Context: an optimization exercise on an open-source flow, tuned for small area, a short achievable clock period and few clock cycles. The choices shown serve that exercise and are no tape-out recipe.
At most, simulation tests tie the RTL to the original design; equivalence was not proved.
Power and IR drop assume default switching activity.

## fww_macro_cpu
module fww_macro_cpu (
    input  wire        clk,
    input  wire        rst,           
    input  wire        start,         
    input  wire [11:0] start_pc,
    input  wire        ext_allowed,   
    output wire        busy,
    output wire        done,
    output wire [2:0]  status_code,
    output wire [15:0] status_info,
    output wire [15:0] acc,
    output wire [15:0] pc,
    output wire [15:0] ir,
    output wire        mem_req,
    output wire        mem_we,
    output wire [11:0] mem_addr,
    output wire [15:0] mem_wdata,
    input  wire        mem_ack,
    input  wire [15:0] mem_rdata
);
    localparam I_IDLE    = 0,
               I_DONE    = 1,
               I_FETCH   = 2,     
               I_DECODE  = 3,     
               I_OPREAD  = 4,     
               I_WRITE   = 5,     
               I_READ2   = 6,     
               I_NEXT    = 7,     
               I_MUL     = 8,
               I_DIV     = 9,
               I_NEXTMD  = 10,    
               I_NMDR    = 11,    
               I_REFETCH = 12,    
               I_JS2     = 13,    
               I_DZFIX   = 14,    
               I_DZREF   = 15;    
    localparam [2:0] ST_HALTED  = 3'd1,
                     ST_DIVZERO = 3'd2,
                     ST_EXTDIS  = 3'd3,
                     ST_ADDROOR = 3'd4;
    localparam [3:0] OP_LOAD = 4'd1,  OP_STORE = 4'd2,
                     OP_ADD = 4'd3,  OP_SUB = 4'd4,   OP_MUL = 4'd5,
                     OP_DIV = 4'd6,  OP_JUMP = 4'd7,  OP_JZ = 4'd8,
                     OP_JN = 4'd9,   OP_JSUB = 4'd10, OP_RET = 4'd11,
                     OP_LOADI = 4'd12, OP_LOADID = 4'd13;
    reg [15:0] st;
    reg [15:0] acc_r, pc_r, ir_r;
    reg [15:0] v_r;             
    reg [2:0]  st_code;
    reg        info_v;          
    reg        ext_r;
    reg        neg_r;           
    reg        yinv_r;          
    reg [3:0]  cnt;             
    reg        dsq_r;           
    reg        wd_pc;           
    reg        g_apc;           
  ...
Size in the first run: ~980 cells after synthesis, about 100 flip-flops, about 130 I/O pins, about 8000 µm² of cells after synthesis.
clock: 8.0 ns
lec_check: 0
cap_margin: 20
core_margin: 2
core_utilization: 55
setup_slack_margin: 4.5
slew_margin: 20
standard.sh (not shown) runs the stock make flow with config.mk's settings and CLKGATE_MAP_FILE= SYNTH_SCRIPT=/design/flow/synth_recipe.tcl, a recipe that flattens the netlist after the stock synthesis.
==> flow/flow/run.sh <==
#!/bin/bash
set -euo pipefail
cd "$(dirname "$0")/.."
export BUFFER_PORTS_ARGS="-buffer_cell sky130_fd_sc_hd__buf_1"
bash standard.sh > standard_make.log 2>&1
Then changed:
CORE_UTILIZATION = 40   (was 55)
Total power rises by 2.4%.
Setup slack gains 37 ps.
Routed wire length rises by 1.6%.
Utilization falls by 16 points.
Die area rises by 36%.
Final area rises by 0.91%.
Non-clock buffer count rises by 2.
No run of this note included a check of the RTL's function; only the layout flow was run.

---

oak:
Another version of the RTL of fww_macro_cpu (not shown whole).
For scale: ~100 flip-flops, roughly 130 I/O pins, roughly 7600 µm² of cells after synthesis.
clock: 8.0 ns
lec_check: 0
cap_margin: 20
core_margin: 2
core_utilization: 40
setup_slack_margin: 4.4
slew_margin: 20
Scripts as last shown in full above: flow/flow/run.sh
Testbench counts of oak, summed over its fixed seeds: cycles 296,501.
### oak -> pine
- CTS_CLUSTER_SIZE: unset -> 40
- CTS_CLUSTER_DIAMETER: unset -> 150
- SETUP_SLACK_MARGIN: 4.4 -> 4.5
## What came out
- Cell area essentially unchanged between pine and oak.
- The relative area change from synthesis to final layout of oak and that of pine are within noise of each other.
- On leakage power total, oak and pine are neck and neck.
- pine vs oak: global routing usage on met1 down in pine
Relative to pine, the following input files were edited for birch:
- putting ABC_AREA at 1 where nothing was set
- clearing CTS_CLUSTER_SIZE, which used to be 40
- clearing CTS_CLUSTER_DIAMETER, which used to be 150
==> run notes <==
- Each of the runs, namely pine and birch, reached the end of the flow and came out clean.
- Comparing pine and birch, the lower count of plain and timing-repair buffers is on pine.
- Area added between synthesis and finish sits lower in birch than in pine.
- Looking at non-clock buffer contribution to total cell area, birch sits 0.31 points below pine.

---

run a:
fww_macro_cpu again, from the RTL that the note above started with.
clock: 8.0 ns
lec_check: 0
cap_margin: 20
core_margin: 2
core_utilization: 40
place_density: 0.75
setup_slack_margin: 4.5
slew_margin: 20
Scripts as last shown in full above: flow/flow/run.sh
Testbench counts of run a, summed over its fixed seeds: cycles 296,501.
Input changes introduced in run b (baseline for comparison: run a):
Settings: SETUP_SLACK_MARGIN changed from 4.5 to 4.6; PLACE_DENSITY removed (was 0.75).
Results
Total power per unit cell area (higher): run a
Total power of the final layout, run b vs run a: up slightly
Run b -> run a: die footprint flat
Run a was smaller in final cell area than run b.
Run a reports its cell with the largest stage delay on the worst path as edfxtp_1 while run b reports nor4_1.
Run b vs. run a: count of multi-input combinational gates saw little to no change, total via count after detailed routing shrank by 231, synthesis-to-layout area growth higher, signal arrival time at the worst endpoint -0.05 ns, total area of sequential cells ~0 delta.
Compare run b and run a | post-route worst setup slack higher: run b

---

Starting RTL as in the previous note.
export LEC_CHECK = 0
export CAP_MARGIN = 20
export CORE_MARGIN = 2
export CORE_UTILIZATION = 40
export SETUP_SLACK_MARGIN = 4.5
export SLEW_MARGIN = 20
create_clock -name core_clock -period 8.0 [get_ports {clk}]
Scripts as last shown in full above: flow/flow/run.sh
The starting point produced a clean layout.
Testbench counts at the start, summed over its fixed seeds: cycles 296,501.
Next try:
--- a/flow/config.mk
+++ b/flow/config.mk
@@ -6,7 +6,7 @@
 export NUM_CORES = 4
 export LEC_CHECK = 0
-export CAP_MARGIN = 20
+export CAP_MARGIN = 5
 export CORE_MARGIN = 2
 export CORE_UTILIZATION = 40
 export SETUP_SLACK_MARGIN = 4.5
-export SLEW_MARGIN = 20
+export SLEW_MARGIN = 5
Routed wire length is unchanged; via count is unchanged; design area stays the same; clock-buffer cell count is unchanged; global-route usage does not change; power stays the same; clock skew stays the same; area after synthesis does not change; fmax does not change; flip-flop and latch count stays the same.

==> separate check: timing with driven ports <==
The results above use ideal ports. As a check the final layouts listed here were re-extracted and re-timed, cells and wires unchanged.
Step 1 assumes that a clkbuf_16 drives the clock port and a buf_2 every other input.
Step 2 adds t to the input delays and takes it off the output delays; t is the mean of the earliest and latest rising clock arrival at the registers after step 1. Input paths then give back, and output paths get back, about the clock's delay inside the block.
a / b / c = no drivers / after step 1 / after step 2; a / b = the first two.
run	shift t [ns]	setup slack, ns	worst hold slack (ns)	pins driven straight from the clock port
the first run of note 1	0.402	4.547 / 4.524 / 4.257	0.500 / 0.500 / 0.500	1
the second run of note 1	0.402	4.584 / 4.544 / 4.262	0.507 / 0.507 / 0.507	1
oak	0.395	4.493 / 4.497 / 4.122	0.504 / 0.504 / 0.504	1
pine	0.396	4.556 / 4.522 / 4.225	0.496 / 0.496 / 0.496	1
birch	0.408	4.549 / 4.506 / 4.317	0.471 / 0.471 / 0.471	1
run a	0.388	4.518 / 4.518 / 4.247	0.506 / 0.506 / 0.506	1
run b	0.409	4.583 / 4.569 / 4.202	0.506 / 0.506 / 0.506	1
the first run of note 4	0.396	4.556 / 4.522 / 4.225	0.496 / 0.496 / 0.496	1
the second run of note 4	0.396	4.556 / 4.522 / 4.225	0.496 / 0.496 / 0.496	1
After both steps every run listed still meets setup and hold. For run b, which loses most, drivers alone change the setup slack by -0.014 ns; drivers and shift together by -0.381 ns.
